This design comes from an exercise in tuning for small area, a short achievable clock period and few clock cycles on the open sky130 flow, not from production work. At most, simulation tests tie the RTL to the original design; equivalence was not proved. The RTL of runs 1 to 3 was laid out without a check of its function. Power and IR drop assume default switching activity.

===== flow/design.v =====
module cic_core (
    input  wire sys_clk,
    input  wire block_rst,       
    input  wire dclk_in,         
    input  wire dio_in,          
    input  wire reset_held,      
    input  wire cancel,          
    output reg  dio_drive_low,   
    output reg  terminated,      
    output reg  busy             
);
    localparam [92:0] PRE_BITS =
        93'b111101000111001111110000100001001010001101011111010001110010000001011110010011100101111011000;
    localparam [3:0]
        ST_WAIT  = 4'd0,
        ST_TERM  = 4'd1,    
        ST_PRE   = 4'd2,    
        ST_DRAIN = 4'd3,    
        ST_CMD   = 4'd4,    
        ST_CPAD  = 4'd5,    
        ST_CWR   = 4'd6,    
        ST_VMARK = 4'd7,    
        ST_VRD   = 4'd8,    
        ST_VSYNC = 4'd9,    
        ST_VWR   = 4'd10,   
        ST_RACK  = 4'd11,   
        ST_DIE   = 4'd12;   
    reg  [3:0]   st;            
    reg  [6:0]   cnt;           
    reg          wait_act;      
    reg          cap_q;         
    reg          rbit;          
    reg          rst_q;         
    reg          cmd_hi;
    reg  [60:1]  mv;
    reg  [3:0]   p;             
    reg          eng_run;       
    reg          eng_wait;      
    reg          eng_v1;        
    reg          eng_v2;        
    reg          eng_v3;        
    reg  [1:0]   eng_rnd;
    reg  [3:0]   eng_x;         
    reg  [3:0]   eng_bs;        
    reg  [120:0] ring;
    reg  [6:0]   vw;            
    reg          vpend;         
    reg          vfetch;        
    reg  [3:0]   onib;          
    reg  [3:0]   va_a;
    reg          va_carry;
    wire [3:0] m1  = mv[4:1],   m2  = mv[8:5],   m3  = mv[12:9],  m4  = mv[16:13];
    wire [3:0] m5  = mv[20:17], m6  = mv[24:21], m7  = mv[28:25], m8  = mv[32:29];
    wire [3:0] m9  = mv[36:33], m10 = mv[40:37], m11 = mv[44:41], m12 = mv[48:45];
    wire [3:0] m13 = mv[52:49], m14 = mv[56:53], m15 = mv[60:57];
    function [3:0] add4;
        input [3:0] a, b;
        input       ci;
        reg   [4:0] c;
        integer     i;
        begin
            c[0] = ci;
            for (i = 0; i < 4; i = i + 1) begin
                add4[i] = a[i] ^ b[i] ^ c[i];
                c[i+1]  = (a[i] & b[i]) | (c[i] & (a[i] ^ b[i]));
            end
        end
    endfunction
    function cout4;
        input [3:0] a, b;
        input       ci;
        reg   [4:0] c;
        integer     i;
        begin
            c[0] = ci;
            for (i = 0; i < 4; i = i + 1)
                c[i+1] = (a[i] & b[i]) | (c[i] & (a[i] ^ b[i]));
            cout4 = c[4];
        end
    endfunction
    wire [3:0] xe  = eng_x;
    wire [3:0] n1  = add4(m1, xe, 1'b1);
    wire [3:0] n2  = ~add4(n1, m2, 1'b1);
    wire [3:0] t3  = add4(m2, m3, 1'b1);
    wire       ca  = ~cout4(m2, m3, 1'b1);                  
    wire [3:0] n3b = add4(m2, {m3[2:0], 1'b1}, 1'b0);        
    wire [3:0] n3  = ca ? t3 : n3b;
    wire [3:0] n4a = add4(m3, m4, 1'b0);
    wire [3:0] n4  = ca ? n4a : add4(n3b, m4, 1'b0);
    wire [3:0] n5a = add4(n4a, m5, 1'b0);
    wire [3:0] n5b = add4({~m4[3], m4[2:0]}, m4[3] ? 4'd0 : m5, 1'b0);
    wire [3:0] n5  = ca ? n5a : n5b;
    wire [3:0] n6a = add4({~m5[3], m5[2:0]}, m5[3] ? 4'd0 : m6, 1'b0);
    wire [3:0] n6b = add4(m5, m6, 1'b1);
    wire [3:0] n6  = ca ? n6a : n6b;
    wire [3:0] bs  = ca ? m6 : n6b;                         
    wire [3:0] n7  = add4(eng_bs, m7, 1'b1);
    wire [3:0] n8  = add4(n7, m8, 1'b1);
    wire [3:0] n9  = add4(n8, m9, 1'b1);
    wire [3:0] n10 = add4(m9, m10, 1'b1);
    wire [3:0] n11 = add4(n10, m11, 1'b1);
    wire [3:0] n12 = add4(n11, m12, 1'b1);
    wire [3:0] n13 = add4(m12, m13, 1'b1);
    wire [3:0] n14 = add4(n13, m14, 1'b1);
    wire [3:0] n15 = add4(n14, m15, 1'b1);
    wire eng_busy = eng_run || eng_wait || eng_v1 || eng_v2 || eng_v3;
    wire eng_hold = eng_run || eng_wait || eng_v1 ||
                    (eng_v2 && p >= 4'd10) || (eng_v3 && p >= 4'd13);
    wire [3:0] nib  = {ring[2], ring[4], ring[6], ring[8]};
    wire [3:0] va_1 = {va_a[3] ^ ~nib[0], va_a[2:0]};
    wire [3:0] va_2 = {va_1[3] ^ (va_1[2] & ~va_1[1]), va_1[2] ^ ~va_1[1], va_1[1:0]};
    wire [3:0] va_3 = add4(va_2, nib, 1'b0);
    wire [3:0] va_5 = add4({va_3[2:0], 1'b0}, va_carry ? 4'd0 : 4'd7, 1'b0);
    wire [4:0] va_6 = {cout4(va_5, va_3, va_carry), add4(va_5, va_3, va_carry)};
    wire [3:0] va_7 = ~va_6[3:0];
    wire is_read = (st == ST_DRAIN) || (st == ST_CMD) || (st == ST_CPAD) ||
                   (st == ST_VRD);
    wire can_cap = !terminated && !rst_q && (st != ST_WAIT) && (st != ST_DIE) &&
                   !((st == ST_CWR) && eng_hold) && !vpend && !vfetch;
    reg [3:0] mp;
    always @(*) begin
        case (p)
            4'd1:  mp = m1;   4'd2:  mp = m2;   4'd3:  mp = m3;
            4'd4:  mp = m4;   4'd5:  mp = m5;   4'd6:  mp = m6;
            4'd7:  mp = m7;   4'd8:  mp = m8;   4'd9:  mp = m9;
            4'd10: mp = m10;  4'd11: mp = m11;  4'd12: mp = m12;
            4'd13: mp = m13;  4'd14: mp = m14;  default: mp = m15;
        endcase
    end
    reg wbit;
    always @(*) begin
        case (st)
            ST_PRE:   wbit = PRE_BITS[cnt];
            ST_CWR:   wbit = mp[0];
            ST_VMARK: wbit = ~cnt[0];                        
            ST_VWR:   wbit = onib[3 - cnt[1:0]];
            default:  wbit = 1'b0;                           
        endcase
    end
    wire drive0   = can_cap && !is_read && !wbit;            
    wire capture  = can_cap && !wait_act && !dclk_in;
    wire complete = wait_act && dclk_in;
    wire die_now  = complete && ((st == ST_DIE) ||
                    (cap_q && st == ST_CMD && cnt[0] && !cmd_hi && rbit));
    reg [3:0] st_a;
    reg [6:0] cnt_a;
    reg [3:0] p_a;
    always @(*) begin
        st_a  = st;
        cnt_a = cnt;
        p_a   = p;
        if (eng_v1)
            p_a = (n7 == 4'd0) ? 4'd1 : n7;
        if (cap_q) begin
            cnt_a = cnt + 7'd1;
            case (st)
                ST_PRE:   if (cnt == 7'd92) begin st_a = ST_DRAIN; cnt_a = 7'd0; end
                ST_DRAIN: if (cnt == 7'd7)  begin st_a = ST_CMD;   cnt_a = 7'd0; end
                ST_CMD: begin
                    if (cnt[0]) begin
                        cnt_a = 7'd0;
                        case ({cmd_hi, rbit})
                            2'b00:   st_a = ST_CPAD;
                            2'b01:   st_a = ST_DIE;
                            2'b10:   st_a = ST_VMARK;
                            default: st_a = ST_RACK;
                        endcase
                    end
                end
                ST_CPAD:  st_a = ST_CWR;
                ST_CWR: begin
                    p_a = p + 4'd1;
                    if (p == 4'hF) begin st_a = ST_CMD; cnt_a = 7'd0; end
                    else                 st_a = ST_CPAD;
                end
                ST_VMARK: if (cnt == 7'd7)   begin st_a = ST_VRD;   cnt_a = 7'd0; end
                ST_VRD:   if (cnt == 7'd119) begin st_a = ST_VSYNC; cnt_a = 7'd0; end
                ST_VSYNC: begin st_a = ST_VWR; cnt_a = 7'd0; end
                ST_VWR:   if (cnt == 7'd119) begin st_a = ST_CMD;   cnt_a = 7'd0; end
                ST_RACK:  begin st_a = ST_CMD; cnt_a = 7'd0; end
                default: ;
            endcase
        end
        if (st == ST_WAIT || rst_q) cnt_a = 7'd0;
    end
    wire kill       = block_rst || cancel;
    wire wait_act_d = !(kill || dclk_in) && (wait_act || can_cap);
    wire dd_d       = !(kill || dclk_in) && (wait_act ? dio_drive_low : drive0);
    wire term_d     = !block_rst && (terminated || cancel || die_now);
    wire [3:0] st_d = (rst_q || st == ST_WAIT) ? (reset_held ? ST_WAIT : ST_PRE) : st_a;
    wire eng_start = capture && (st == ST_CMD) && !cnt[0] && !dio_in;
    wire eng_end   = eng_run && (xe == 4'd0);                
    wire eng_rest   = eng_wait && eng_v3 && !eng_v2 && !eng_v1;   
    wire eng_run_d  = !block_rst && (eng_start || (eng_run && !eng_end) || eng_rest);
    wire eng_wait_d = !block_rst && !eng_start &&
                      ((eng_end && eng_rnd != 2'd2) || (eng_wait && !eng_rest));
    wire eng_v1_d   = !block_rst && eng_run;
    wire eng_v2_d   = !block_rst && eng_v1;
    wire eng_v3_d   = !block_rst && eng_v2;
    wire v_al    = (vw == 7'd0);
    wire v_rd    = cap_q && (st == ST_VRD);                  
    wire v_wr    = (v_rd && (v_al || cnt == 7'd0)) || (vpend && v_al);
    wire v_nx    = cap_q && ((st == ST_VSYNC) ||
                   (st == ST_VWR && cnt[1:0] == 2'd3 && cnt != 7'd119));
    wire v_ft    = (v_nx || vfetch) && v_al;                 
    wire vpend_d  = !block_rst && ((v_rd || vpend) && !v_wr);
    wire vfetch_d = !block_rst && ((v_nx || vfetch) && !v_ft);
    always @(posedge sys_clk) begin
        st            <= st_d;
        cnt           <= cnt_a;
        p             <= p_a;
        wait_act      <= wait_act_d;
        dio_drive_low <= dd_d;
        terminated    <= term_d;
        busy          <= ((st_a == ST_CWR) && (eng_run || eng_wait ||
                                                (eng_v1 && p_a >= 4'd10) || (eng_v2 && p >= 4'd13))) ||
                         ((v_rd || vpend) && !v_wr) || ((v_nx || vfetch) && !v_ft);
        cap_q         <= capture && !block_rst;
        rst_q         <= block_rst;
        eng_run       <= eng_run_d;
        eng_wait      <= eng_wait_d;
        eng_v1        <= eng_v1_d;
        eng_v2        <= eng_v2_d;
        eng_v3        <= eng_v3_d;
        if (capture)
            rbit <= dio_in;
        if (cap_q && st == ST_CMD && !cnt[0])
            cmd_hi <= rbit;
        if (!eng_busy) begin                       
            eng_x     <= m15;
            eng_rnd   <= 2'd0;
        end
        if (eng_rest)                              
            eng_x     <= n15;
        if (eng_run) begin
            eng_x     <= xe - 4'd1;
            eng_bs    <= bs;
            if (xe == 4'd0) eng_rnd <= eng_rnd + 2'd1;
        end
        if (eng_run)
            mv[4:1] <= n1;
        else if (cap_q && st == ST_DRAIN && cnt[2])
            mv[4:1] <= {mv[3:1], rbit};               
        if (rst_q)
            mv[24:5] <= 20'hB8F41;                    
        else if (eng_run)
            mv[24:5] <= {n6, n5, n4, n3, n2};
        if (rst_q)
            mv[36:25] <= 12'hC75;                     
        else if (eng_v1)
            mv[36:25] <= {n9, n8, n7};
        if (rst_q)
            mv[48:37] <= 12'h16D;                     
        else if (eng_v2)
            mv[48:37] <= {n12, n11, n10};
        if (rst_q)
            mv[60:49] <= 12'h89E;                     
        else if (eng_v3)
            mv[60:49] <= {n15, n14, n13};
        ring  <= {v_wr ? rbit : ring[0], ring[120:1]};
        vpend  <= vpend_d;
        vfetch <= vfetch_d;
        if (v_wr)
            vw <= 7'd1;
        else if (v_ft)
            vw <= 7'd7;
        else
            vw <= v_al ? 7'd120 : vw - 7'd1;
        if (v_ft) begin
            onib     <= va_7;
            va_a     <= va_7;
            va_carry <= va_6[4];
        end else if (cap_q && st == ST_CMD) begin
            va_a     <= 4'd5;
            va_carry <= 1'b1;
        end
    end
endmodule

===== flow/flow/run.sh =====
#!/bin/bash
# Standard layout, with repair_timing aiming for setup slack 11.2 ns (a
# tighter achieved period) instead of 0.
set -euo pipefail
bash standard.sh SETUP_SLACK_MARGIN=11.2 CTS_CLUSTER_SIZE=30 CTS_CLUSTER_DIAMETER=60 CORE_UTILIZATION=55 finish > run_standard.log 2>&1

===== flow/standard.sh =====
#!/bin/bash
# synth_recipe.tcl (not shown) runs the flow's synth.tcl, then flattens the netlist and writes it again
# the make line also repeats each setting of config.mk as NAME=value (left out here)
make -C /OpenROAD-flow-scripts/flow DESIGN_CONFIG=/design/flow/config.mk WORK_HOME=/design/flow/orfs CLKGATE_MAP_FILE= SYNTH_SCRIPT=/design/flow/synth_recipe.tcl "${@:-finish}"

===== flow/config.mk =====
export PLATFORM = sky130hd
export DESIGN_NAME = cic_core
export DESIGN_NICKNAME = cic_core
export VERILOG_FILES = /design/flow/design.v
export SDC_FILE = /design/flow/constraint.sdc
export NUM_CORES = 4
export LEC_CHECK = 0
export CAP_MARGIN = 20
export CORE_MARGIN = 2
export CORE_UTILIZATION = 40
export SLEW_MARGIN = 20

===== flow/constraint.sdc =====
create_clock -name core_clock -period 15.0 [get_ports {sys_clk}]
set_input_delay 3.0000 -clock core_clock [delete_from_list [all_inputs] [get_ports {sys_clk}]]
set_output_delay 3.0000 -clock core_clock [all_outputs]
set_load 0.01 [all_outputs]

==> flow_metrics.py, run 1 <==
metrics = {
    "outcome": {
        "status": "no timing/DRC/antenna violations",
    },
    "worst_setup_path": {
        "worstPathArrival_ps": 940,
        "crit_path_start_kind": "register",
        "required_ps": 12000,
        "critical_path_class": "reg -> out",
        "critPathTopFamily": "flip-flops",
        "crit_buf_inv": 1,
        "path_max_fanout": 2,
        "slowest_stage": "dfxtp_2",
        "crit_path_max_incr_delay_ps": 330,
        "critPathCaptureType": "output port",
        "timing.critical_path.cells": "buf_6",
    },
    "clocking": {
        "cts_htree_levels": 1,
        "cts_tree": "built",
        "cts_buffers": 18,
        "cts_buffer_depth": 3,
        "clock_latency_ps": 510,
        "clkSlewWorstSetupHoldPaths_ps": 100,
        "cts_setup_buffers": 0,
        "cts.hold.buffers_added": 0,
        "clockRootBuffer": "clkbuf_16",
        "cts_sinks": 237,
    },
    "grt": {
        "grt_pass1_vias": 6578,
        "grt_pass1_wl_um": 32500,
        "grt_util_all_layers_pct": 20.3,
        "antenna_found_initial": 0,
        "grt_max_degree": 50,
        "overflow": 0,
    },
    "yosys": {
        "synth_seq_cells": 237,
        "synth_area_leaders": "dfxtp_1, fa_1, edfxtp_1, ha_1, inv_1",
        "synthFlopType": "dfxtp_1",
        "syn_area_mm2": 0.00991,
        "syn-num-nets": 1038,
        "yosysMostFrequentCell": "dfxtp_1",
        "yosysUniqueCellTypes": 68,
        "synthCells": 950,
        "synth_top_area_cell": "dfxtp_1",
        "yosys_warnings": 1,
        "synth.avg_cell_area_um2": 10.4,
        "ys_async_sr_fraction_pct": 0,
        "synth_edf_count": 23,
        "synthTopCellsByCount": "dfxtp_1, inv_1, nand2_1",
        "synth_top_area_share_pct": 43.2,
        "ys_seq_area_share_pct": 50.2,
    },
    "sta": {
        "worst_slew_pin_slew_ps": 832,
        "tns_ps": 0,
        "min_period_ps": 3940,
        "rsz0062_at_grt": "yes",
        "finalClockSkew_ps": 16.7,
        "slew_headroom_pct": 44.5,
        "finalHoldViolations": 0,
        "setup_viol": 0,
        "slew_violations": 0,
        "max_freq_ghz": 0.254,
        "fin_ws_ps": 11060,
        "min_period_over_period_pct": 26.3,
        "holdWs_ps": 313,
    },
    "die": {
        "die_w_um": 138,
        "core_mm2": 0.0178,
        "dieHeight_um": 138,
        "placementRows": 49,
        "pin_count": 9,
        "die_area_mm2": 0.0191,
        "start_util_pct": 55.5,
    },
    "placement": {
        "dpl_worst_slack_ps": 10410,
        "port_buffers": 8,
        "hpwlAfterDp_um": 13100,
        "gp_congestion": 0.893,
        "dp.cells": 1149,
    },
    "pwr": {
        "max-vdd-ir-drop_mv": 0.150,
        "p_leak_nw": 4.19,
        "power_density_mw_per_mm2": 115,
        "power_frac_comb_pct": 4.1,
        "power_frac_clock_pct": 42.8,
        "p_int_uw": 935,
        "power_mw": 1.25,
        "switching_power_uw": 314,
        "swShare_pct": 25.1,
        "p_seq_share_pct": 53.1,
    },
    "detailed_routing": {
        "wirelength_um": 19000,
        "wl_per_cell_um": 16.1,
        "vias": 6437,
        "ant_nets": 0,
        "drc": 0,
        "viasPerCell": 5.46,
        "drtIter0Drc": 352,
        "drt-pass1-iter-count": 5,
    },
    "finish": {
        "drive_above_1_share_pct": 5.89,
        "syn2layout_area_growth_pct": 9.36,
        "fin_cells": 1180,
        "final_nets": 1028,
        "n_antenna_cell": 0,
    },
    "run": {
        "maxCapViolCount": 0,
    },
    "hold_path": {
        "hold_class": "reg -> reg",
    },
}
==> area by class of cell <==
type | instances | area [um2]
clock inverters | 12 | 206
multi-input cells | 572 | 4400
flip-flops and latches | 237 | 4980
well taps | 229 | 287
clock buffers | 19 | 475
repair buffers | 14 | 123
inverters | 97 | 364
fillers | 1462 | 7000
==> layer usage <==
metal | GRT usage, % | share of wire, % | up-vias
met1 | 28.8 | 48 | 3097
met5 | 0 | 0 | -
li1 | - | - | 3187
met3 | 2.91 | 3.8 | 46
met2 | 32.9 | 45 | 107
met4 | 5.59 | 2.6 | 0
==> flip-flops by register name, indices dropped and copies added, names as in the netlist, 7 cells and up <==
name and count:
cnt 7, vw 7, ring 121, mv 60
==> per-stage QoR <==
step / util (%) / area [um2]
2_1_floorplan: - / 9910
3_3_place_gp: 56.9 / 10200
3_5_place_dp: 56.9 / 10200
4_1_cts: 60.7 / 10800
5_1_grt: 60.7 / 10800
6_report: 60.7 / 10800
==> what timing repair did <==
item / CTS / global route
setup endpoints to repair: 7 / 4
hold endpoints to repair: 0 / 0
pin swaps: 3 / 1
resized for setup: 23 / 0
==> cells by family after synthesis <==
group | after synthesis | synth area share [%]
adder cells (fa/ha/maj) | 82 | 13.7
AND/OR/NAND/NOR | 229 | 11.1
buffers and inverters | 141 | 5.44
flip-flops | 237 | 50.2
multiplexers | 26 | 2.79
AO/OA/AOI/OAI | 189 | 12.5
XOR/XNOR | 46 | 4.36
==> power groups by stage <==
stage	Sequential (mW)	Clock, mW	Combinational, mW
floorplan	0.673	0	0.0409
global placement	0.677	0	0.0491
detailed placement	0.678	0	0.0514
CTS	0.663	0.549	0.0515
global route	0.665	0.574	0.0582
finish	0.664	0.534	0.0513
==> worst paths after layout <==
path,from,to,slack (ps),cells after the start
setup reg to reg,mv[45],eng_x[3],11440,13
hold reg to reg,ring[9],ring[8],310,0
setup / recovery,dio_drive_low,dio_drive_low,11060,1
hold / removal,ring[9],ring[8],310,0
==> worst register-to-register path: stages (launching register included) <==
cell and delay (ps):
dfxtp_1 360, inv_1 70, ha_1 220, fa_1 390, fa_1 520, inv_1 60
fa_1 520, inv_1 60, fa_1 400, xnor2_1 140, xnor2_1 230, nand2_1 100
xor2_1 170, o21ai_0 80
==> cell usage in the layout (no fill, tap or decap), types with 10 or more instances in the layout <==
| master | synthesis | routed |
|---|---|---|
| nand2b_1 | 10 | 10 |
| xnor2_1 | 22 | 22 |
| ha_1 | 38 | 38 |
| inv_1 | 96 | 96 |
| fa_1 | 44 | 44 |
| a21oi_1 | 40 | 40 |
| clkbuf_16 | 0 | 19 |
| nand3_1 | 10 | 10 |
| o211ai_1 | 15 | 15 |
| nor3_1 | 20 | 20 |
| o21ai_0 | 54 | 54 |
| mux2i_1 | 22 | 22 |
| nor2_1 | 62 | 62 |
| dfxtp_1 | 214 | 212 |
| nor2b_1 | 11 | 11 |
| xor2_1 | 22 | 22 |
| nand2_1 | 75 | 75 |
| a211oi_1 | 24 | 24 |
| edfxtp_1 | 23 | 23 |
==> run 2, diff against run 1 <==
--- a/flow/design.v
+++ b/flow/design.v
@@ -43,7 +43,7 @@
     reg  [3:0]   eng_x;         
     reg  [3:0]   eng_bs;        
     reg  [120:0] ring;
-    reg  [6:0]   vw;            
+    reg  [6:0]   vw;
     reg          vpend;         
     reg          vfetch;        
     reg  [3:0]   onib;          
@@ -191,20 +191,20 @@
     wire eng_start = capture && (st == ST_CMD) && !cnt[0] && !dio_in;
     wire eng_end   = eng_run && (xe == 4'd0);                
     wire eng_rest   = eng_wait && eng_v3 && !eng_v2 && !eng_v1;   
-    wire eng_run_d  = !block_rst && (eng_start || (eng_run && !eng_end) || eng_rest);
-    wire eng_wait_d = !block_rst && !eng_start &&
+    wire eng_run_d  = !rst_q && (eng_start || (eng_run && !eng_end) || eng_rest);
+    wire eng_wait_d = !rst_q &&
                       ((eng_end && eng_rnd != 2'd2) || (eng_wait && !eng_rest));
-    wire eng_v1_d   = !block_rst && eng_run;
-    wire eng_v2_d   = !block_rst && eng_v1;
-    wire eng_v3_d   = !block_rst && eng_v2;
-    wire v_al    = (vw == 7'd0);
+    wire eng_v1_d   = !rst_q && eng_run;
+    wire eng_v2_d   = !rst_q && eng_v1;
+    wire eng_v3_d   = !rst_q && eng_v2;
+    wire v_al    = &vw;
     wire v_rd    = cap_q && (st == ST_VRD);                  
     wire v_wr    = (v_rd && (v_al || cnt == 7'd0)) || (vpend && v_al);
     wire v_nx    = cap_q && ((st == ST_VSYNC) ||
                    (st == ST_VWR && cnt[1:0] == 2'd3 && cnt != 7'd119));
     wire v_ft    = (v_nx || vfetch) && v_al;                 
-    wire vpend_d  = !block_rst && ((v_rd || vpend) && !v_wr);
-    wire vfetch_d = !block_rst && ((v_nx || vfetch) && !v_ft);
+    wire vpend_d  = !rst_q && ((v_rd || vpend) && !v_wr);
+    wire vfetch_d = !rst_q && ((v_nx || vfetch) && !v_ft);
     always @(posedge sys_clk) begin
         st            <= st_d;
         cnt           <= cnt_a;
@@ -261,11 +261,11 @@
         vpend  <= vpend_d;
         vfetch <= vfetch_d;
         if (v_wr)
-            vw <= 7'd1;
+            vw <= 7'b0111111;                      
         else if (v_ft)
-            vw <= 7'd7;
+            vw <= 7'b0101010;                      
         else
-            vw <= v_al ? 7'd120 : vw - 7'd1;
+            vw <= v_al ? 7'b0000001 : {vw[5:0], vw[6] ^ vw[5]};
         if (v_ft) begin
             onib     <= va_7;
             va_a     <= va_7;
==> flow/flow/run.sh (replaced) <==
#!/bin/bash
# Standard layout, with repair_timing aiming for setup slack 11 ns (a
# tighter achieved period) instead of 0.
set -euo pipefail
bash standard.sh SETUP_SLACK_MARGIN=11 CTS_CLUSTER_SIZE=30 CTS_CLUSTER_DIAMETER=60 CORE_UTILIZATION=55 finish > run_standard.log 2>&1
==> run 2 against run 1 <==
  * Global-route usage is 0.34 points higher
  * First-iteration DRC count is 15% lower
  * Sequential power shrank 3%
  * Sequential share of layout area did not move
  * Synthesized cell count fell by 0.53%
  * Clock power is 9.9% higher
  * Utilization up 1.7 points
  * Flip-flop and latch count did not move
  * Count of clock-buffer cells in the layout unchanged
  * Power up 0.54%
  * Largest power group unchanged
==> flow_metrics.py, run 2 <==
metrics = {
    "outcome": {
        "status": "no timing/DRC/antenna violations",
    },
    "clocking": {
        "cts.hold.buffers_added": 0,
        "cts_buffers": 18,
        "clockRootBuffer": "clkbuf_16",
        "clkSlewWorstSetupHoldPaths_ps": 100,
        "cts_htree_levels": 1,
        "clock_latency_ps": 510,
        "cts_buffer_depth": 3,
        "cts_sinks": 237,
        "cts_tree": "built",
    },
    "yosys": {
        "synth-simple-area-share_pct": 11.9,
        "ys_seq_area_share_pct": 50.7,
        "synth_mux_area_share_pct": 2.52,
        "synthFlopType": "dfxtp_1",
        "yosys_warnings": 1,
        "synth_top_area_cell": "dfxtp_1",
        "synthTopCellsByCount": "dfxtp_1, inv_1, nand2_1",
        "synthXorXnorAreaFrac_pct": 3.98,
        "synth_seq_cells": 237,
        "syn-num-nets": 1032,
        "syn_area_mm2": 0.00982,
        "yosysUniqueCellTypes": 69,
        "yosysMostFrequentCell": "dfxtp_1",
        "synth_edf_count": 23,
        "yosys.area_share.adder_pct": 13.7,
        "synth.avg_cell_area_um2": 10.4,
        "synth_top_area_share_pct": 43.6,
        "synthCells": 945,
        "ys_async_sr_fraction_pct": 0,
        "synth-compound-area-share_pct": 11.9,
        "synth_area_leaders": "dfxtp_1, fa_1, edfxtp_1, ha_1, inv_1",
        "synth_top_family_by_area": "adder cells",
    },
    "finish": {
        "layout_common_cells": "dfxtp_1, inv_1, nand2_1, nor2_1, o21ai_0",
        "top_register": "ring",
        "fin_cells": 1171,
        "fill_cells": 1416,
        "regArea_mm2": 0.00498,
        "multi_input_area_mm2": 0.00432,
        "largest_register_ffs": 121,
        "syn2layout_area_growth_pct": 10.4,
        "drive_above_1_share_pct": 5.81,
        "top_regs": "ring x121, mv x60",
        "layout_commonest_cell": "dfxtp_1",
        "final_nets": 1021,
        "n_antenna_cell": 0,
    },
    "worst_setup_path": {
        "slowest_stage": "dfxtp_2",
        "timing.critical_path.cells": "buf_6",
        "critPathCaptureType": "output port",
        "rr_worst_depth": 13,
        "critical_path_class": "reg -> out",
        "critPathTopFamily": "flip-flops",
        "crit_path_start_kind": "register",
        "crit_buf_inv": 1,
        "crit_path_max_incr_delay_ps": 340,
        "crit_cells": 1,
        "required_ps": 12000,
        "worstPathArrival_ps": 960,
        "path_max_fanout": 2,
    },
    "grt": {
        "busiest_layer": "met2",
        "grt_pass1_vias": 6386,
        "met1_usage_pct": 27.6,
        "grt_util_all_layers_pct": 20.6,
        "grt_max_degree": 50,
        "overflow": 0,
        "grt_pass1_wl_um": 31300,
        "grt_util_met3_pct": 2.83,
        "met2_usage_pct": 35.0,
        "antenna_found_initial": 0,
    },
    "detailed_routing": {
        "drt-pass1-iter-count": 5,
        "wl_per_cell_um": 16.1,
        "drtIter0Drc": 298,
        "wirelength_um": 18800,
        "vias": 6475,
        "drc": 0,
        "ant_nets": 0,
        "viasPerCell": 5.53,
    },
    "sta": {
        "max_freq_ghz": 0.252,
        "rsz0062_at_grt": "yes",
        "tns_ps": 0,
        "holdWs_ps": 330,
        "slew_headroom_pct": 34.0,
        "slew_violations": 0,
        "min_period_over_period_pct": 26.4,
        "setup_viol": 0,
        "finalHoldViolations": 0,
        "worst_slew_pin_slew_ps": 982,
        "finalClockSkew_ps": 17.0,
        "min_period_ps": 3960,
    },
    "pwr": {
        "p_leak_nw": 4.23,
        "power_density_mw_per_mm2": 116,
        "power_mw": 1.26,
        "max-vdd-ir-drop_mv": 0.119,
    },
    "placement": {
        "dp.cells": 1138,
        "hpwlAfterDp_um": 12700,
        "port_buffers": 8,
        "gp_congestion": 0.877,
    },
    "die": {
        "pin_count": 9,
        "core_mm2": 0.0174,
        "die_area_mm2": 0.0189,
        "start_util_pct": 56.6,
        "dieHeight_um": 138,
        "placementRows": 48,
        "die_w_um": 138,
    },
    "hold_path": {
        "hold_depth": 0,
        "hold_class": "reg -> reg",
    },
    "run": {
        "maxCapViolCount": 0,
    },
}
## run 2: final timing paths
path                 start            end  slack, ps
max          dio_drive_low  dio_drive_low      11040
min               ring[79]       ring[78]        330
max reg2reg         mv[45]       eng_x[3]      11420
min reg2reg       ring[79]       ring[78]        330
## run 2: kinds of logic after synthesis
kind of cell               Yosys count
AOI/OAI and AO/OA                  177
xor gates and xnor gates            43
adders and majority gates           81
buffers and inverters              138
DFF                                237
muxes                               23
and+or+nand+nor                    246
## run 2: power breakdown
group / total, mW / switching [mW] / internal [mW]
sequential: 0.644 / 0.00534 / 0.639
clock: 0.587 / 0.286 / 0.301
combinational: 0.0243 / 0.0152 / 0.00905
## run 2: routing by layer
| metal | share of wire [%] | vias to the layer above |
|---|---|---|
| met5 | 0 | - |
| met4 | 2.0 | 0 |
| met3 | 4.5 | 29 |
| met2 | 47 | 126 |
| met1 | 46 | 3163 |
| li1 | - | 3157 |
## run 2: layout make-up
type,count,area share (%)
Multi-Input combinational cell,570,39.9
Clock inverter,13,2.92
Tap cell,225,2.60
Sequential cell,237,45.9
Inverter,93,3.22
Timing Repair Buffer,14,1.07
Clock buffer,19,4.39
## run 2: through the flow
stage	utilization, %	instance area, um2	worst slack, ps
6_report	62.4	10800	11040
3_3_place_gp	57.8	10000	10580
5_1_grt	62.4	10800	10990
3_5_place_dp	57.8	10000	10550
4_1_cts	62.4	10800	11010
2_1_floorplan	-	9820	11070
## run 2: timing repair
action | CTS | global route
setup endpoints to repair | 3 | 2
resized for setup | 15 | 1
setup buffers | 1 | 0
==> run 3, diff against run 2 <==
==> flow/flow/run.sh (replaced) <==
#!/bin/bash
# Standard layout, with repair_timing aiming for setup slack 11 ns (a
# tighter achieved period) instead of 0.
set -euo pipefail
bash standard.sh SETUP_SLACK_MARGIN=11 CTS_CLUSTER_SIZE=50 CTS_CLUSTER_DIAMETER=45 CORE_UTILIZATION=55 finish > run_standard.log 2>&1
==> run 3 against run 2 <==
  * Critical path type unchanged
  * Sequential share of layout area fell by 0.51 points
  * Register-to-register slack got worse by 60 ps
  * Wire length rose by 0.86%
==> flow_metrics.py, run 3 <==
metrics = {
    "detailed_routing": {
        "wirelength_um": 19000,
        "drtIter0Drc": 307,
        "drt-pass1-iter-count": 7,
        "vias": 6520,
        "ant_nets": 0,
        "wl_per_cell_um": 16.0,
        "drc": 0,
        "viasPerCell": 5.50,
    },
    "hold_path": {
        "hold_depth": 0,
        "worstHoldStart": "ring[15]",
        "hold_end": "ring[14]",
        "hold_class": "reg -> reg",
    },
    "clocking": {
        "cts_buffers": 26,
        "clkSlewWorstSetupHoldPaths_ps": 80,
        "cts_sinks": 237,
        "clockRootBuffer": "clkbuf_16",
        "cts_setup_buffers": 0,
        "cts_tree": "built",
        "clock_latency_ps": 540,
        "cts_htree_levels": 1,
        "cts_buffer_depth": 3,
    },
    "finish": {
        "syn2layout_area_growth_pct": 11.6,
        "design_area_mm2": 0.0110,
        "layout_commonest_cell": "dfxtp_1",
        "fill_cells": 1418,
        "top_regs": "ring x121, mv x60",
        "multi_input_area_mm2": 0.00432,
        "final_nets": 1028,
        "layout_common_cells": "dfxtp_1, inv_1, nand2_1, nor2_1, o21ai_0",
        "drive_above_1_share_pct": 6.66,
        "top_register": "ring",
        "largest_register_ffs": 121,
        "n_antenna_cell": 0,
        "regArea_mm2": 0.00498,
    },
    "placement": {
        "port_buffers": 8,
        "gp_congestion": 0.877,
        "post_dp_cell_area_mm2": 0.0100,
        "hpwlAfterDp_um": 12700,
    },
    "grt": {
        "grt_pass1_wl_um": 31500,
        "overflow": 0,
        "antenna_found_initial": 0,
        "grt_pass1_vias": 6527,
        "grt_util_all_layers_pct": 20.8,
        "grt_max_degree": 50,
    },
    "yosys": {
        "ys_async_sr_fraction_pct": 0,
        "synth_edf_count": 23,
        "synthFlopType": "dfxtp_1",
        "synth_area_leaders": "dfxtp_1, fa_1, edfxtp_1, ha_1, inv_1",
        "syn-num-nets": 1032,
        "synth_top_area_share_pct": 43.6,
        "synthTopCellsByCount": "dfxtp_1, inv_1, nand2_1",
        "synth_top_area_cell": "dfxtp_1",
        "yosys_warnings": 1,
        "synth_seq_cells": 237,
        "yosysMostFrequentCell": "dfxtp_1",
        "syn_area_mm2": 0.00982,
        "synth.avg_cell_area_um2": 10.4,
        "synthCells": 945,
        "ys_seq_area_share_pct": 50.7,
        "yosysUniqueCellTypes": 69,
    },
    "die": {
        "die_area_mm2": 0.0189,
        "pin_count": 9,
        "placementRows": 48,
        "start_util_pct": 56.6,
        "die_w_um": 138,
        "core_mm2": 0.0174,
        "dieHeight_um": 138,
    },
    "sta": {
        "min_period_over_period_pct": 26.5,
        "finalHoldViolations": 0,
        "worst_slew_pin_slew_ps": 995,
        "rsz0062_at_grt": "yes",
        "slew_violations": 0,
        "finalClockSkew_ps": 39.8,
        "max_freq_ghz": 0.251,
        "setup_viol": 0,
        "slew_headroom_pct": 33.1,
        "tns_ps": 0,
        "min_period_ps": 3980,
    },
    "worst_setup_path": {
        "crit_buf_inv": 1,
        "ff2ff_setup_slack_ps": 11360,
        "r2r_start": "mv[45]",
        "required_ps": 12000,
        "critical_path_class": "reg -> out",
        "rr_worst_depth": 13,
        "slowest_stage": "dfxtp_2",
        "crit_path_max_incr_delay_ps": 330,
        "critPathTopFamily": "flip-flops",
        "path_max_fanout": 2,
        "critPathCaptureType": "output port",
        "worstPathArrival_ps": 980,
        "rr_endpoint": "eng_x[3]",
        "timing.critical_path.cells": "buf_6",
        "crit_path_start_kind": "register",
    },
    "pwr": {
        "p_leak_nw": 4.30,
        "power_density_mw_per_mm2": 121,
        "power_mw": 1.32,
        "max-vdd-ir-drop_mv": 0.136,
    },
    "outcome": {
        "status": "no timing/DRC/antenna violations",
    },
    "run": {
        "maxCapViolCount": 0,
    },
}
## run 3: changes by cell type in the layout (fill, tap and decap cells not counted), moves of 2 or more
cell       change
clkbuf_1       +5
clkbuf_16      +7
clkinv_8       +4
clkinv_16      -6
inv_6          +2
## run 3: logic make-up after synthesis
kind of cell | count (synthesis) | synth area share, %
buffers and inverters | 138 | 5.38
flip-flops | 237 | 50.7
AND/OR/NAND/NOR | 246 | 11.9
adder cells (fa/ha/maj) | 81 | 13.7
XOR/XNOR | 43 | 3.98
AO/OA/AOI/OAI | 177 | 11.9
multiplexers | 23 | 2.52
## run 3: per-stage QoR
step                worst slack [ps]  utilization [%]  hold WS, ps  instances
floorplan                      11070                -          310        945
global placement               10580             57.8          311       1138
detailed placement             10550             57.8          312       1138
CTS                            10990             63.1          327       1186
global route                   10980             63.1          332       1186
finish                         11020             63.1          320       1186
## run 3: final cells by class
type                       count  area share (%)
sequential                   237            45.4
multi-input combinational    570            39.4
clock buffer                  32            6.23
inverter                      93            3.19
tap                          225            2.57
clock inverter                16            2.17
timing repair buffer          13            1.05
## run 3: how the worst max path moves through the flow
stage,depth (start not counted),end,slack [ps],from
4_1_cts,1,terminated,10990,terminated
2_1_floorplan,3,eng_run,11070,dclk_in
3_5_place_dp,4,eng_run,10550,dclk_in
5_1_grt,1,dio_drive_low,10980,dio_drive_low
3_3_place_gp,4,eng_run,10580,dclk_in
6_report,1,dio_drive_low,11020,dio_drive_low
## run 3: layer usage
metal / vias to the layer above / GRT usage, % / wire length, um
li1: 3179 / - / -
met1: 3163 / 27.5 / 8710
met2: 143 / 34.7 / 8930
met3: 35 / 3.50 / 948
met4: 0 / 6.93 / 372
met5: - / 0 / 0
## run 3: where the power goes
| group | internal (mW) | leakage [nW] | switching (mW) |
|---|---|---|---|
| registers | 0.640 | 1.95 | 0.00535 |
| logic | 0.00893 | 1.91 | 0.0151 |
| clock network | 0.366 | 0.445 | 0.290 |
| total | 1.01 | 4.30 | 0.310 |
## run 3: repair_timing
item	CTS	global route
endpoints found under the setup margin	3	2
resized for setup	15	1
cloned	0	0
hold buffers	0	0
==> run 4, diff against run 3 <==
--- a/flow/design.v
+++ b/flow/design.v
@@ -46,8 +46,7 @@
     reg  [6:0]   vw;
     reg          vpend;         
     reg          vfetch;        
-    reg  [3:0]   onib;          
-    reg  [3:0]   va_a;
+    reg  [3:0]   va_a;          
     reg          va_carry;
     wire [3:0] m1  = mv[4:1],   m2  = mv[8:5],   m3  = mv[12:9],  m4  = mv[16:13];
     wire [3:0] m5  = mv[20:17], m6  = mv[24:21], m7  = mv[28:25], m8  = mv[32:29];
@@ -133,7 +132,7 @@
             ST_PRE:   wbit = PRE_BITS[cnt];
             ST_CWR:   wbit = mp[0];
             ST_VMARK: wbit = ~cnt[0];                        
-            ST_VWR:   wbit = onib[3 - cnt[1:0]];
+            ST_VWR:   wbit = va_a[3 - cnt[1:0]];              
             default:  wbit = 1'b0;                           
         endcase
     end
@@ -267,7 +266,6 @@
         else
             vw <= v_al ? 7'b0000001 : {vw[5:0], vw[6] ^ vw[5]};
         if (v_ft) begin
-            onib     <= va_7;
             va_a     <= va_7;
             va_carry <= va_6[4];
         end else if (cap_q && st == ST_CMD) begin
==> flow/flow/run.sh (replaced) <==
#!/bin/bash
# Standard layout, with repair_timing aiming for setup slack 11 ns (a
# tighter achieved period) instead of 0.
set -euo pipefail
bash standard.sh SETUP_SLACK_MARGIN=11 CTS_CLUSTER_SIZE=30 CTS_CLUSTER_DIAMETER=60 CORE_UTILIZATION=70 finish > run_standard.log 2>&1
==> run 4 against run 3 <==
  * Still clean
  * First-iteration DRC count rose by 31%
  * Synthesized cell count up 0.74%
  * Sequential share of layout area grew 0.97 points
  * Utilization up 13 points
  * Register-to-register slack better by 80 ps
  * Final area shrank 4.5%
  * Hold slack improved by 9.6 ps
  * Wire length rose by 3.9%
  * Clock power down about 30%
  * Global-route usage rose by 6.9 points
  * Combinational power up 8%
  * Final cell count shrank 5.1%
  * Critical path type unchanged
  * Largest power group is now sequential cells
==> flow_metrics.py, run 4 <==
metrics = {
    "outcome": {
        "status": "no timing/DRC/antenna violations",
    },
    "sta": {
        "tns_ps": 0,
        "finalHoldViolations": 0,
        "min_period_over_period_pct": 26.3,
        "worst_slew_pin_slew_ps": 995,
        "holdWs_ps": 329,
        "setup_viol": 0,
        "slew_violations": 0,
        "max_freq_ghz": 0.254,
        "slew_headroom_pct": 33.6,
        "finalClockSkew_ps": 18.7,
        "min_period_ps": 3940,
        "rsz0062_at_grt": "no",
    },
    "placement": {
        "port_buffers": 8,
        "hpwlAfterDp_um": 13300,
        "gp_congestion": 0.907,
        "post_dp_cell_area_mm2": 0.00993,
    },
    "yosys": {
        "synth_top_family_by_area": "adder cells",
        "ys_async_sr_fraction_pct": 0,
        "ys_seq_area_share_pct": 49.7,
        "syn-num-nets": 1039,
        "synth_seq_cells": 233,
        "yosysMostFrequentCell": "dfxtp_1",
        "synth_mux_area_share_pct": 2.85,
        "synth.avg_cell_area_um2": 10.3,
        "synthFlopType": "dfxtp_1",
        "synthXorXnorAreaFrac_pct": 4.15,
        "synth_top_area_cell": "dfxtp_1",
        "synth_edf_count": 19,
        "synth_top_area_share_pct": 43.8,
        "synthTopCellsByCount": "dfxtp_1, inv_1, nand2_1",
        "yosys_warnings": 1,
        "synth_area_leaders": "dfxtp_1, fa_1, edfxtp_1, ha_1, inv_1",
        "yosys.area_share.adder_pct": 13.7,
        "synth-simple-area-share_pct": 12.3,
        "yosysUniqueCellTypes": 73,
        "syn_area_mm2": 0.00977,
        "synthCells": 952,
        "synth-compound-area-share_pct": 11.8,
    },
    "worst_setup_path": {
        "rr_worst_depth": 13,
        "path_max_fanout": 2,
        "required_ps": 12000,
        "rr_endpoint": "eng_x[3]",
        "critPathTopFamily": "flip-flops",
        "startpoint": "terminated",
        "slowest_stage": "dfxtp_2",
        "crit_buf_inv": 1,
        "r2r_start": "mv[45]",
        "crit_path_max_incr_delay_ps": 330,
        "crit_path_start_kind": "register",
        "timing.critical_path.cells": "buf_2",
        "critical_path_class": "reg -> out",
        "critPathCaptureType": "output port",
        "ff2ff_setup_slack_ps": 11440,
        "worstPathArrival_ps": 940,
    },
    "finish": {
        "layout_commonest_cell": "dfxtp_1",
        "fill_cells": 929,
        "drive_above_1_share_pct": 4.87,
        "n_antenna_cell": 0,
        "post-route-util_pct": 76.0,
        "final_nets": 1024,
        "top_regs": "ring x121, mv x60",
        "design_area_mm2": 0.0105,
        "syn2layout_area_growth_pct": 7.10,
        "largest_register_ffs": 121,
        "layout_common_cells": "dfxtp_1, inv_1, nand2_1, nor2_1, o21ai_0",
        "top_register": "ring",
    },
    "detailed_routing": {
        "drc": 0,
        "drt-pass1-iter-count": 5,
        "wl_per_cell_um": 17.5,
        "wirelength_um": 19700,
        "viasPerCell": 5.87,
        "ant_nets": 0,
        "vias": 6606,
        "drtIter0Drc": 403,
    },
    "clocking": {
        "cts_tree": "built",
        "clkSlewWorstSetupHoldPaths_ps": 100,
        "cts_buffer_depth": 3,
        "cts_buffers": 15,
        "cts_htree_levels": 1,
        "clockRootBuffer": "clkbuf_16",
        "clock_latency_ps": 500,
        "cts.hold.buffers_added": 0,
        "cts_sinks": 233,
    },
    "die": {
        "die_w_um": 122,
        "pin_count": 9,
        "dieHeight_um": 122,
        "placementRows": 43,
        "start_util_pct": 71.0,
        "die_area_mm2": 0.0149,
        "core_mm2": 0.0138,
    },
    "pwr": {
        "power_density_mw_per_mm2": 106,
        "power_frac_comb_pct": 2.3,
        "max-vdd-ir-drop_mv": 0.138,
        "p_seq_share_pct": 56.7,
        "power_mw": 1.11,
        "power_frac_clock_pct": 40.9,
        "switching_power_uw": 270,
        "p_int_uw": 844,
        "p_leak_nw": 4.07,
        "swShare_pct": 24.2,
    },
    "grt": {
        "grt_max_degree": 50,
        "antenna_found_initial": 0,
        "grt_pass1_wl_um": 32800,
        "overflow": 0,
        "grt_pass1_vias": 6767,
        "grt_util_all_layers_pct": 27.7,
    },
    "hold_path": {
        "worstHoldStart": "ring[23]",
        "hold_end": "ring[22]",
        "hold_depth": 0,
        "hold_class": "reg -> reg",
    },
    "run": {
        "maxCapViolCount": 0,
    },
}
[run 4: cell count changes after synthesis, moves of 3 or more]
cell	before	now
a21o_1	9	3
a21oi_1	29	34
a22oi_1	5	2
a311oi_1	2	6
edfxtp_1	23	19
nand2b_1	8	5
nor2_1	67	72
nor2b_1	13	10
o211ai_1	17	13
[run 4: final cells by class]
class                      count  area [um2]  share of cell area [%]
timing repair buffer          13         103                   0.980
sequential                   233        4860                    46.4
tap                          180         225                    2.15
clock buffer                  16         379                    3.62
clock inverter                 9         163                    1.55
multi-input combinational    579        4390                    41.9
inverter                      95         357                    3.41
[run 4: timing repair]
action	in CTS	in global routing
setup buffers	1	0
setup endpoints to repair	3	1
endpoints found under the hold margin	0	0
gates resized for setup	12	1
[run 4: worst max path at each step]
stage                       endpoint  slack [ps]  cells after the start
after floorplan              eng_run       11120                      3
after global placement       eng_run       10640                      4
after detailed placement     eng_run       10600                      4
after CTS                 terminated       10950                      1
after global routing            busy       11020                      1
final                     terminated       11060                      1
[run 4: layer usage]
layer  vias to the layer above  share of wire (%)  GRT usage, %
met1                      3215                 42          34.6
met4                         0                3.0          8.76
li1                       3195                  -             -
met3                        44                3.9          3.37
met5                         -                  0             0
met2                       152                 51          50.0
[run 4: power by group through the flow]
stage | clock (mW) | sequential, mW | combinational [mW]
finish | 0.456 | 0.632 | 0.0260
global route | 0.483 | 0.633 | 0.0283
CTS | 0.464 | 0.632 | 0.0258
detailed placement | 0 | 0.646 | 0.0252
global placement | 0 | 0.646 | 0.0248
floorplan | 0 | 0.643 | 0.0194
[run 4: kinds of logic after synthesis]
logic type | after synthesis
AO/OA/AOI/OAI | 176
XOR/XNOR | 43
adder cells (fa/ha/maj) | 81
buffers and inverters | 140
flip-flops | 233
multiplexers | 26
AND/OR/NAND/NOR | 253
[run 4: through the flow]
stage               cells  setup WS (ps)
global route         1125          11020
floorplan             952          11120
global placement     1099          10640
CTS                  1125          10950
finish               1125          11060
detailed placement   1099          10600
Testbench counts of run 4, summed over its fixed seeds: cycles 72,031.
==> run 5, diff against run 4 <==
==> flow/flow/run.sh (replaced) <==
#!/bin/bash
# Standard layout, with repair_timing aiming for setup slack 11 ns (a
# tighter achieved period) instead of 0.
set -euo pipefail
bash standard.sh SETUP_SLACK_MARGIN=11 CTS_CLUSTER_SIZE=30 CTS_CLUSTER_DIAMETER=60 CORE_UTILIZATION=80 finish > run_standard.log 2>&1
==> run 5 against run 4 <==
  * Power shrank 0.95%
  * Combinational power grew 4%
  * Sequential share of layout area grew 0.21 points
==> flow_metrics.py, run 5 <==
metrics = {
    "worst_setup_path": {
        "crit_path_start_kind": "register",
        "crit_buf_inv": 1,
        "critical_path_class": "reg -> out",
        "rr_worst_depth": 13,
        "critPathTopFamily": "flip-flops",
        "ff2ff_setup_slack_ps": 11260,
        "worstPathArrival_ps": 970,
        "slowest_stage": "dfxtp_2",
        "timing.critical_path.cells": "buf_2",
        "path_max_fanout": 2,
        "r2r_start": "mv[49]",
        "rr_endpoint": "eng_x[3]",
        "critPathCaptureType": "output port",
        "required_ps": 12000,
        "crit_path_max_incr_delay_ps": 350,
    },
    "detailed_routing": {
        "drc": 0,
        "wl_per_cell_um": 21.7,
        "drtIter0Drc": 819,
        "viasPerCell": 6.58,
        "wirelength_um": 23700,
        "vias": 7174,
        "drt-pass1-iter-count": 8,
        "ant_nets": 0,
    },
    "yosys": {
        "synth_seq_cells": 233,
        "ys_seq_area_share_pct": 49.7,
        "synth_top_area_cell": "dfxtp_1",
        "synthCells": 952,
        "syn-num-nets": 1039,
        "synthTopCellsByCount": "dfxtp_1, inv_1, nand2_1",
        "synth_area_leaders": "dfxtp_1, fa_1, edfxtp_1, ha_1, inv_1",
        "synth_top_area_share_pct": 43.8,
        "synth_edf_count": 19,
        "ys_async_sr_fraction_pct": 0,
        "synth.avg_cell_area_um2": 10.3,
        "yosysMostFrequentCell": "dfxtp_1",
        "yosys_warnings": 1,
        "syn_area_mm2": 0.00977,
        "synthFlopType": "dfxtp_1",
        "yosysUniqueCellTypes": 73,
    },
    "sta": {
        "min_period_ps": 3970,
        "max_freq_ghz": 0.252,
        "min_period_over_period_pct": 26.4,
        "slew_violations": 0,
        "finalHoldViolations": 0,
        "setup_viol": 0,
        "slew_headroom_pct": 24.9,
        "worst_slew_pin_slew_ps": 1120,
        "rsz0062_at_grt": "no",
        "tns_ps": 0,
        "finalClockSkew_ps": 28.7,
    },
    "die": {
        "placementRows": 40,
        "die_area_mm2": 0.0131,
        "start_util_pct": 81.7,
        "pin_count": 9,
        "dieHeight_um": 115,
        "die_w_um": 115,
        "core_mm2": 0.0120,
    },
    "clocking": {
        "cts_htree_levels": 1,
        "cts_sinks": 233,
        "cts_buffers": 14,
        "cts_buffer_depth": 3,
        "clock_latency_ps": 500,
        "cts_tree": "built",
        "clkSlewWorstSetupHoldPaths_ps": 110,
        "clockRootBuffer": "clkbuf_16",
    },
    "grt": {
        "antenna_found_initial": 0,
        "overflow": 0,
        "grt_pass1_vias": 7383,
        "grt_max_degree": 50,
        "grt_pass1_wl_um": 38300,
        "grt_util_all_layers_pct": 37.5,
    },
    "finish": {
        "top_register": "ring",
        "drive_above_1_share_pct": 5.08,
        "layout_common_cells": "dfxtp_1, inv_1, nand2_1, nor2_1, o21ai_0",
        "syn2layout_area_growth_pct": 6.68,
        "layout_commonest_cell": "dfxtp_1",
        "final_nets": 1023,
        "top_regs": "ring x121, mv x60",
        "largest_register_ffs": 121,
        "n_antenna_cell": 0,
        "post-route-util_pct": 87.2,
    },
    "hold_path": {
        "hold_end": "ring[93]",
        "hold_class": "reg -> reg",
        "worstHoldStart": "ring[94]",
        "hold_depth": 0,
    },
    "pwr": {
        "p_leak_nw": 4.07,
        "power_density_mw_per_mm2": 106,
        "max-vdd-ir-drop_mv": 0.134,
    },
    "run": {
        "maxCapViolCount": 0,
    },
    "outcome": {
        "status": "no timing/DRC/antenna violations",
    },
    "placement": {
        "port_buffers": 8,
        "gp_congestion": 0.937,
        "hpwlAfterDp_um": 14700,
    },
}
[run 5: power by group]
part | switching, mW | internal (mW) | total [mW] | leakage [nW]
registers | 0.00559 | 0.627 | 0.633 | 1.93
logic | 0.0180 | 0.00907 | 0.0270 | 1.90
clock network | 0.233 | 0.210 | 0.444 | 0.250
[run 5: per-layer routing]
layer,GRT usage [%],wire length (um)
met2,66.5,12100
met3,5.82,1620
met5,0,0
met1,44.7,8610
met4,18.0,1380
[run 5: cell families after synthesis]
family,after synthesis,share of synthesized area [%]
compound gates,176,11.8
xor+xnor,43,4.15
fa+ha+maj,81,13.7
buf+inv,140,5.48
mux,26,2.85
simple gates,253,12.3
flops,233,49.7
[run 5: final cells by class]
type                    instances  area (um2)
clock inverters                 6         116
flip-flops and latches        233        4860
inverters                      95         357
clock buffers                  18         408
repair buffers                 13         103
well taps                     147         184
multi-input cells             579        4400
fillers                       546        1530
[run 5: worst max-delay path by stage]
stage | from | to | slack, ps | cells past startpoint
global placement | dclk_in | eng_run | 10640 | 4
CTS | terminated | terminated | 10940 | 1
floorplan | dclk_in | eng_run | 11120 | 3
finish | terminated | terminated | 11030 | 1
detailed placement | dclk_in | eng_run | 10590 | 4
global route | dio_drive_low | dio_drive_low | 11010 | 1
[run 5: timing repair]
action                                  CTS  global route
endpoints found under the setup margin    3             2
gates resized for setup                  14             3
buffers inserted                          1             1
hold buffers                              0             0
[run 5: per-stage QoR]
step	total power [mW]	setup WS, ps	hold slack (ps)	cell area, um2	instances
after floorplan	0.662	11120	310	9770	952
after global placement	0.670	10640	313	9880	1065
after detailed placement	0.671	10590	312	9880	1065
after CTS	1.10	10940	330	10400	1090
after global routing	1.13	11010	333	10400	1091
final	1.10	11030	330	10400	1091
==> run 6, diff against run 5 <==
==> flow/flow/run.sh (replaced) <==
#!/bin/bash
# Standard layout, with repair_timing aiming for setup slack 11 ns (a
# tighter achieved period) instead of 0.
set -euo pipefail
bash standard.sh SETUP_SLACK_MARGIN=11 CTS_CLUSTER_SIZE=30 CTS_CLUSTER_DIAMETER=60 CORE_UTILIZATION=55 finish > run_standard.log 2>&1
==> run 6 against run 5 <==
  * Final area is 1.9% higher
  * Die area increased by 44%
  * Final cell count is 7.5% higher
  * Power is 4.6% higher
  * Synthesized cell count unchanged
  * Clock power grew 12%
  * First-iteration DRC count shrank 47%
  * Sequential power about the same
  * Sequential share of layout area fell by 0.89 points
  * Register-to-register slack better by 180 ps
  * Synthesized area is the same
  * Count of clock-buffer cells in the layout did not move
  * Critical path type unchanged
  * Largest power group unchanged
==> flow_metrics.py, run 6 <==
metrics = {
    "worst_setup_path": {
        "slowest_stage": "dfxtp_2",
        "crit_path_max_incr_delay_ps": 340,
        "critPathTopFamily": "flip-flops",
        "required_ps": 12000,
        "crit_buf_inv": 1,
        "critPathCaptureType": "output port",
        "worstPathArrival_ps": 950,
        "critical_path_class": "reg -> out",
        "crit_path_start_kind": "register",
        "timing.critical_path.cells": "buf_6",
        "path_max_fanout": 2,
    },
    "die": {
        "placementRows": 48,
        "die_area_mm2": 0.0189,
        "core_mm2": 0.0174,
        "start_util_pct": 56.3,
        "dieHeight_um": 137,
        "die_w_um": 137,
        "pin_count": 9,
    },
    "clocking": {
        "clkSlewWorstSetupHoldPaths_ps": 100,
        "cts_tree": "built",
        "clock_latency_ps": 500,
        "cts_sinks": 233,
        "clockRootBuffer": "clkbuf_16",
        "cts_buffers": 16,
        "cts_htree_levels": 1,
        "cts_buffer_depth": 3,
    },
    "finish": {
        "n_antenna_cell": 0,
        "largest_register_ffs": 121,
        "top_regs": "ring x121, mv x60",
        "layout_commonest_cell": "dfxtp_1",
        "drive_above_1_share_pct": 5.38,
        "top_register": "ring",
        "final_nets": 1026,
        "syn2layout_area_growth_pct": 8.74,
        "post-route-util_pct": 61.2,
        "layout_common_cells": "dfxtp_1, inv_1, nand2_1, nor2_1, o21ai_0",
    },
    "detailed_routing": {
        "drtIter0Drc": 436,
        "wirelength_um": 18700,
        "wl_per_cell_um": 15.9,
        "vias": 6350,
        "ant_nets": 0,
        "viasPerCell": 5.41,
        "drc": 0,
        "drt-pass1-iter-count": 7,
    },
    "yosys": {
        "synthTopCellsByCount": "dfxtp_1, inv_1, nand2_1",
        "syn-num-nets": 1039,
        "yosysUniqueCellTypes": 73,
        "synth_area_leaders": "dfxtp_1, fa_1, edfxtp_1, ha_1, inv_1",
        "yosysMostFrequentCell": "dfxtp_1",
        "synthFlopType": "dfxtp_1",
        "synth_top_area_share_pct": 43.8,
        "syn_area_mm2": 0.00977,
        "ys_seq_area_share_pct": 49.7,
        "synth.avg_cell_area_um2": 10.3,
        "synth_seq_cells": 233,
        "yosys_warnings": 1,
        "synthCells": 952,
        "synth_top_area_cell": "dfxtp_1",
        "ys_async_sr_fraction_pct": 0,
        "synth_edf_count": 19,
    },
    "sta": {
        "slew_violations": 0,
        "max_freq_ghz": 0.253,
        "finalHoldViolations": 0,
        "slew_headroom_pct": 30.7,
        "rsz0062_at_grt": "no",
        "fin_ws_ps": 11050,
        "worst_slew_pin_slew_ps": 1030,
        "min_period_ps": 3950,
        "setup_viol": 0,
        "min_period_over_period_pct": 26.4,
        "finalClockSkew_ps": 19.8,
        "tns_ps": 0,
    },
    "run": {
        "maxCapViolCount": 0,
    },
    "grt": {
        "antenna_found_initial": 0,
        "grt_util_all_layers_pct": 20.8,
        "grt_max_degree": 50,
        "grt_pass1_vias": 6374,
        "overflow": 0,
        "grt_pass1_wl_um": 31500,
    },
    "placement": {
        "dpl_worst_slack_ps": 10610,
        "hpwlAfterDp_um": 12900,
        "gp_congestion": 0.890,
        "port_buffers": 8,
    },
    "hold_path": {
        "hold_class": "reg -> reg",
    },
    "pwr": {
        "p_leak_nw": 4.12,
        "power_density_mw_per_mm2": 109,
        "max-vdd-ir-drop_mv": 0.120,
    },
    "outcome": {
        "status": "no timing/DRC/antenna violations",
    },
}
[run 6: changes by cell type in the layout (fill, tap and decap cells not counted), sizes merged]
| cell | previous run | this run |
|---|---|---|
| clkinv | 4 | 5 |
| buf | 8 | 9 |
| inv | 97 | 99 |
[run 6: path summary, 6_finish.rpt]
path	cells after the start	from	slack (ps)	to
setup / recovery	1	terminated	11050	terminated
hold reg to reg	0	ring[5]	330	ring[4]
hold / removal	0	ring[5]	330	ring[4]
setup reg to reg	13	mv[45]	11440	eng_x[3]
[run 6: cell families (layout without fill, tap and decap cells)]
family / count (synthesis) / after routing / share of synthesized area (%)
buf+inv: 140 / 136 / 5.48
compound gates: 176 / 176 / 11.8
mux: 26 / 26 / 2.85
xor+xnor: 43 / 43 / 4.15
fa+ha+maj: 81 / 81 / 13.7
simple gates: 253 / 253 / 12.3
flops: 233 / 233 / 49.7
[run 6: final cells by class]
class	count	area, um2
Clock buffer	18	439
Clock inverter	9	191
Fill cell	1394	6730
Inverter	95	357
Multi-Input combinational cell	579	4390
Sequential cell	233	4860
Tap cell	225	282
Timing Repair Buffer	14	116
[run 6: what timing repair did]
item                                    CTS  global route
buffers inserted                          1             0
gates resized for setup                  14             1
endpoints found under the setup margin    3             1
hold buffers                              0             0
[run 6: where the power goes]
part | total (mW) | internal, mW | leakage, nW | switching [mW]
sequential | 0.632 | 0.627 | 1.93 | 0.00504
clock | 0.496 | 0.239 | 0.299 | 0.257
combinational | 0.0263 | 0.00908 | 1.90 | 0.0172
total | 1.15 | 0.875 | 4.12 | 0.280
[run 6: through the flow]
stage          area (um2)  instances  power [mW]  hold WS [ps]
4_1_cts             10600       1173        1.17           334
3_3_place_gp         9990       1145       0.672           313
2_1_floorplan        9770        952       0.662           310
5_1_grt             10600       1173        1.20           338
3_5_place_dp        10000       1145       0.672           312
6_report            10600       1173        1.15           329
[run 6: routing by layer]
metal  GRT usage [%]  part of all wire (%)
met1            27.7                    46
met2            35.2                    47
met3            3.24                   3.7
met4            5.96                   2.6
met5               0                     0

-- static timing again, ports no longer ideal --
How much do the figures lean on ideal ports? The routed layouts below were timed once more, with nothing changed but the port constraints. Step 1, drivers: a clkbuf_16 drives sys_clk and a buf_2 each remaining input, both assumed. Step 2 times the ports against the registers' clock, not the clock port: input delays grow and output delays shrink by t, the midpoint of the rising clock arrivals with the driver on. Three values: ideal ports, drivers, drivers and shift; two values: the first two.
run	shift t [ns]	setup WS [ns]	hold slack, ns	worst slew at a driven data input, ns
run 1	0.542	11.058 / 11.014 / 10.734	0.313 / 0.313 / 0.313	0.04
run 2	0.540	11.039 / 10.998 / 10.531	0.330 / 0.330 / 0.330	0.03
run 3	0.567	11.020 / 10.974 / 10.533	0.320 / 0.320 / 0.320	0.03
run 4	0.533	11.057 / 11.015 / 10.591	0.329 / 0.329 / 0.329	0.04
run 5	0.522	11.033 / 10.993 / 10.585	0.330 / 0.330 / 0.330	0.04
run 6	0.532	11.047 / 11.005 / 10.591	0.329 / 0.329 / 0.329	0.04
After both steps every run listed still meets setup and hold. For run 2, which loses most, drivers alone change the setup slack by -0.041 ns; drivers and shift together by -0.508 ns.
